Context: an optimization exercise on an open-source flow, tuned for small area, a short achievable clock period and few clock cycles. The choices shown serve that exercise and are no tape-out recipe. In this exercise RTL edits were held to simulation tests only and were not proved equivalent to the original. No activity file was given, so power comes from the tool's default toggle rates.

==> flow/design.v, too long to show whole: its modules and the start of the top module <==
// module qrb44_core: 2035 lines
module qrb44_core (
    input             clk,
    input             rst,
    input             bus_en,
    input             bus_we,
    input      [7:0]  bus_addr,
    input      [31:0] bus_wdata,
    output reg [31:0] bus_rdata
);
  // ...
==> flow/flow/run.sh <==
#!/bin/bash
# The standard layout (the standard.sh, standard synthesis unchanged), with
# two optimisation settings changed:
#  - the port buffers are buf_4 cells instead of the default choice.
# Each ORFS step keeps its own log under orfs/logs; this script's own output
# goes to flow_run.log.
set -euo pipefail
bash standard.sh SETUP_SLACK_MARGIN=15 \
    "BUFFER_PORTS_ARGS=-buffer_cell sky130_fd_sc_hd__buf_4" finish > flow_run.log 2>&1
==> flow/standard.sh <==
#!/bin/bash
# synth_recipe.tcl (not shown) runs the flow's synth.tcl, then flattens the netlist and writes it again
# the make line also repeats each setting of config.mk as NAME=value (left out here)
make -C /OpenROAD-flow-scripts/flow DESIGN_CONFIG=/design/flow/config.mk WORK_HOME=/design/flow/orfs CLKGATE_MAP_FILE= SYNTH_SCRIPT=/design/flow/synth_recipe.tcl "${@:-finish}"
==> flow/config.mk <==
export PLATFORM = sky130hd
export DESIGN_NAME = qrb44_core
export DESIGN_NICKNAME = qrb44_core
export VERILOG_FILES = /design/flow/design.v
export SDC_FILE = /design/flow/constraint.sdc
export NUM_CORES = 8
export LEC_CHECK = 0
export ABC_CLOCK_PERIOD_IN_PS = 25000
export CAP_MARGIN = 20
export CORE_MARGIN = 2
export CORE_UTILIZATION = 30
export SETUP_SLACK_MARGIN = 1.0
export SLEW_MARGIN = 20
==> flow/constraint.sdc <==
create_clock -name core_clock -period 30.0 [get_ports {clk}]
set_input_delay 6.0000 -clock core_clock [delete_from_list [all_inputs] [get_ports {clk}]]
set_output_delay 6.0000 -clock core_clock [all_outputs]
set_load 0.01 [all_outputs]
==> results_dict.tcl, run 1 <==
set metrics [dict create \
    outcome "timing/DRC/antenna clean" \
    place_area_mm2 0.0630 \
    sh_seq_area_pct 36.1 \
    seq_cells 831 \
    synth_top_area_cell "edfxtp_1" \
    signal_buffers 328 \
    die_y_um 447 \
    synthXorXnorAreaFrac_pct 2.18 \
    synth.most_common_cell "edfxtp_1" \
    ys_types 97 \
    crit_fanout 22 \
    multi_input_comb_cells 4551 \
    gp_congestion 1.04 \
    total_power_uw 2590 \
    postCtsSetupBuffers 8 \
    synth_nets 6476 \
    wl_met2_um 117000 \
    fin_area_mm2 0.0670 \
    switchingPower_uw 619 \
    inv_count 264 \
    powerSeq_uw 1250 \
    ys_top_cells_by_area "edfxtp_1 38%, ha_1 6.5%, nand2_1 4.6%" \
    cp.depth 12 \
    htreeDepth 3 \
    rr_endpoint "dv_x[7]" \
    diodes 7 \
    area_delta_synth_final_pct 14.0 \
    pg_clk_uw 1200 \
    yosys_warnings 2 \
    die_area_mm2 0.199 \
    start_util_pct 30.2 \
    place_ws_ns 13.84 \
    top_register "obuf" \
    ctsResizeCount 80 \
    switching_share_pct 23.9 \
    syn_area_mm2 0.0587 \
    crit_path_end "bus_rdata[1]" \
    use_met3_pct 6.53 \
    die_x_um 447 \
    fin_setup_tns_ns 0 \
    r2r-start "dv_x[9]" \
]
==> run 2: changes to the inputs <==
--- a/flow/design.v
+++ b/flow/design.v
@@ -1633,17 +1633,18 @@
     reg  [5:0] dg0, dg1, dg2;
     reg [16:0] tx;         
     reg [15:0] q0r;        
     reg [15:0] dv_x;       
     reg  [6:0] cv;         
     reg  [3:0]  ib_h;
     wire [7:0]  ib_b0 = ibuf[{ib_h, 1'b0}];
     wire [7:0]  ib_b1 = ibuf[{ib_h, 1'b1}];
-    wire [13:0] dv_t1 = rstep(c_a, rem, dv_x[15:8]);
+    wire [5:0]  dv_r  = (hw == top) ? 6'd0 : rem;
+    wire [13:0] dv_t1 = rstep(c_a, is_enc ? 6'd0 : dv_r, dv_x[15:8]);
     wire [13:0] dv_t0 = rstep(c_a, dv_t1[5:0], dv_x[7:0]);
     wire [15:0] dv_q  = {dv_t1[13:6], dv_t0[13:6]};
     wire [5:0]  dv_m  = dv_t0[5:0];
     reg  [15:0] ex_bits;
     integer k;
     always @* begin
         for (k = 0; k < 16; k = k + 1)
             ex_bits[k] = dv_x[k] && ({hw, k[3:0]} >= nbits[6:0]) && !nbits[7];
@@ -1826,17 +1827,16 @@
                         w_cnt = 2'd1;
                         w_pos = opos;
                         w_d0  = {2'b00, dg0};
                     end
                     n_dg0   = dv_m;
                     n_pend  = 1'b1;
                     n_opos  = fpass ? {1'b0, ndig} - 6'd1 : opos - 6'd1;
                     n_fpass = 1'b0;
-                    n_rem   = 6'd0;
                     n_top   = (top == 3'd0) ? 3'd0 : ntop;
                     n_hw    = n_top;
                     n_dvx   = (n_top == 3'd0) ? dv_q : ob_hw(n_top);
                     if (fpass && (flag || (|ex_bits))) begin
                         s_fault = 1'b1; s_fc = FC_EXCESS;
                     end else if (n_opos == 6'd0)
                         n_fin = 1'b1;
                 end
==> flow/run.sh (new file) <==
#!/bin/bash
# synth_recipe.tcl (not shown) runs the flow's synth.tcl, then flattens the netlist and writes it again
# the make line also repeats each setting of config.mk as NAME=value (left out here)
make -C /OpenROAD-flow-scripts/flow DESIGN_CONFIG=/design/flow/config.mk WORK_HOME=/design/flow/orfs CLKGATE_MAP_FILE= SYNTH_SCRIPT=/design/flow/synth_recipe.tcl finish
removed: flow/flow/run.sh
removed: flow/standard.sh
==> run 2 against run 1 <==
  * Via count grew 4.6%
  * Cell count is 3.1% higher
  * Sequential power hardly changed
  * Flip-flop and latch count unchanged
  * Clock power about the same
  * Wire length grew 5.0%
  * Register-to-register slack got worse by 1.9 ns
  * Area after synthesis is 2.0% higher
  * Clock-buffer cell count decreased by 14
  * Maximum frequency shrank 8.7%
  * Design area is 1.1% higher
  * Synthesized cell count rose by 4.0%
==> results_dict.tcl, run 2 <==
set metrics [dict create \
    synth_fa_ha_area_share_pct 9.07 \
    gp_congestion 1.05 \
    drive_gt1_share_pct 9.83 \
    clk_pin_slew_ns 0.05 \
    yosysTopAreaCellShare_pct 37.7 \
    area_delta_synth_final_pct 13.0 \
    power.density_mw_per_mm2 43.3 \
    cts-root-buf "clkbuf_16" \
    dp_hpwl_um 218000 \
    antenna_found_initial 30 \
    cts_buffers 93 \
    final_core_util_pct 34.0 \
    synth_nets 6709 \
    htreeDepth 3 \
    grt_max_degree 109 \
    clockBufferDepth 3 \
    wirelength_um 290000 \
    synth-edff-count 753 \
    grt_pass1_vias 52400 \
    hp-class "reg2reg" \
    clock_latency_ns 0.76 \
    synth_top_area_cell "edfxtp_1" \
    postCtsHoldBufs 0 \
    cp_cell_sequence "buf_4 -> nand2b_1 -> or3_1 -> nor2_1 -> a221oi_1 -> nand4_1 -> a2111oi_0 -> a21oi_1 -> nor2_1 -> nor2_1 -> clkdlybuf4s50_1" \
    outcome "timing/DRC/antenna clean" \
    period_minus_slack_ns 16.52 \
    grt_pass1_wl_um 404000 \
    finalHoldViolCount 0 \
    die_area_mm2 0.203 \
    required_ns 24.00 \
    dr_total_vias 56600 \
    final_cell_mix "753 x edfxtp_1, 701 x nand2_1, 549 x nor2_1" \
    crit_fanout 40 \
    gr-usage-all-layers_pct 27.4 \
    worstSetupPathType "in2out" \
    slowest_delay_ns 0.85 \
    clkSinkCount 831 \
    grt_setup_unrepaired "no" \
    synth_common_cells "753 x edfxtp_1, 701 x nand2_1, 556 x nor2_1" \
    final_common_cell "edfxtp_1" \
    postCtsSetupBuffers 0 \
    fin_setup_tns_ns 0 \
    drv_cap 0 \
    synthArstFlopShare_pct 0 \
    peakVddDrop_uv 47.6 \
    top_register "obuf" \
    synth_top_family_by_area "compound AO/OA/AOI/OAI gates" \
    yosys_most_used_dff "edfxtp_1" \
    core_area_mm2 0.199 \
    ant_nets 0 \
    ys_top_cells_by_area "edfxtp_1 38%, ha_1 6.2%, a21oi_1 4.5%" \
    ys_seq_area_share_pct 40.3 \
    synth_compound_area_share_pct 22.9 \
    rows 164 \
    setup_viol 0 \
    cp_common_cell "nor2_1" \
    arrival_ns 10.52 \
    avgSynthCellArea_um2 9.54 \
    fmax_mhz 60.5 \
    gr-total-overflow 0 \
    syn_inst 6283 \
    firstDrtPassIters 10 \
    ys_types 105 \
    drc 0 \
    worstSetupEndpointType "output pin" \
    yosys_warnings 2 \
    drv_slew 0 \
    wl_per_cell_um 32.1 \
    synthXorXnorAreaFrac_pct 2.04 \
    num-fill-cells 20200 \
    synth-simple-area-share_pct 14.2 \
    ctsResizeCount 0 \
    cp_slowest_cell "nor2_1" \
    pin_count 76 \
    cts_tree "done" \
    tightest_slew_ns 1.31 \
    finClkSkew_ns 0.0838 \
    p_leak_uw 0.0243 \
    synthMuxAreaShare_pct 6.62 \
    numPortBuffers 75 \
    start_util_pct 30.1 \
    finalCritPeriodShare_pct 55.1 \
    drt_iter0_drc 8874 \
    ys_ff_latch 831 \
    startpoint_type "input pin" \
    viasPerCell 6.26 \
    largest_reg_flops 384 \
    syn_area_mm2 0.0599 \
    layout.nets 6726 \
    maxSlewHeadroom_pct 13.0 \
    die_y_um 451 \
    synth.most_common_cell "edfxtp_1" \
    die_x_um 451 \
]
-- run 2: report_power, final --
part	internal (uW)	switching [uW]	total [uW]
Clock	695	533	1230
Combinational	141	299	440
Sequential	1260	0.320	1260
Total	2100	833	2930
-- run 2: kinds of logic after synthesis --
kind of cell               Yosys count
DFF                                831
xor gates and xnor gates           138
adders and majority gates          384
buffers and inverters              713
and+or+nand+nor                   1905
AOI/OAI and AO/OA                 2038
muxes                              274
-- run 2: worst paths after layout --
path / startpoint / endpoint / slack (ns) / cells past startpoint
worst max-delay path: bus_addr[0] / bus_rdata[1] / 13.48 / 11
worst min-delay path: ilen[21] / ilen[21] / 0.47 / 2
worst max register to register: hw[2] / obuf[16][7] / 13.84 / 55
worst min register to register: ilen[21] / ilen[21] / 0.47 / 2
-- run 2: final cells by class --
class / count / area (um^2) / area share (%)
Clock inverter: 70 / 863 / 1.27
Antenna cell: 11 / 27.5 / 0.0406
Tap cell: 2656 / 3320 / 4.91
Multi-Input combinational cell: 4739 / 33100 / 48.9
Clock buffer: 105 / 2410 / 3.56
Timing Repair Buffer: 333 / 2650 / 3.91
Inverter: 302 / 1130 / 1.67
Sequential cell: 831 / 24200 / 35.7
-- run 2: routing by layer --
| metal | vias to the layer above | global-route usage, % | share of wire, % |
|---|---|---|---|
| met2 | 3904 | 39.9 | 42 |
| met4 | 2 | 14.3 | 6.1 |
| met5 | - | 0 | 0.0038 |
| met1 | 28100 | 37.5 | 40 |
| li1 | 24000 | - | - |
| met3 | 680 | 6.45 | 12 |
-- run 2: per-stage QoR --
stage / setup slack, ns / hold WS, ns / cells / area, um^2 / total power, uW
after floorplan: 15.35 / 0.449 / 6283 / 59900 / 1510
after global placement: 13.40 / 0.459 / 8858 / 64400 / 1700
after detailed placement: 13.39 / 0.464 / 8859 / 64400 / 1700
after CTS: 13.40 / 0.472 / 9034 / 67700 / 2920
after global routing: 13.08 / 0.490 / 9039 / 67700 / 2990
final: 13.48 / 0.474 / 9047 / 67700 / 2930
-- run 2: worst max-delay path, delay by kind of cell --
kind	cells	cell delay (ns)
buf+inv	2	0.91
simple gates	6	2.67
compound gates	3	0.89
Testbench counts of run 2, summed over its fixed seeds: cycles 25,932.

[separate check: timing with driven ports]
In the flow no input, the clock included, has a driving cell. The finished layouts below were timed again as built, in two steps.
Step 1 assumes that a clkbuf_16 drives the clock port and a buf_2 every other input.
Step 2 adds t to the input delays and takes it off the output delays; t is the mean of the earliest and latest rising clock arrival at the registers after step 1. Input paths then give back, and output paths get back, about the clock's delay inside the block.
Three values: no drivers, after step 1, after step 2; two values: the first two.
run	shift t [ns]	setup slack, ns	cell pins on the clock port's net
run 1	0.811	14.922 / 14.668 / 14.668	1
run 2	0.800	13.480 / 13.443 / 13.443	1
After both steps every run listed still meets setup and hold. For run 1, which loses most, drivers alone change the setup slack by -0.254 ns; drivers and shift together by -0.254 ns.
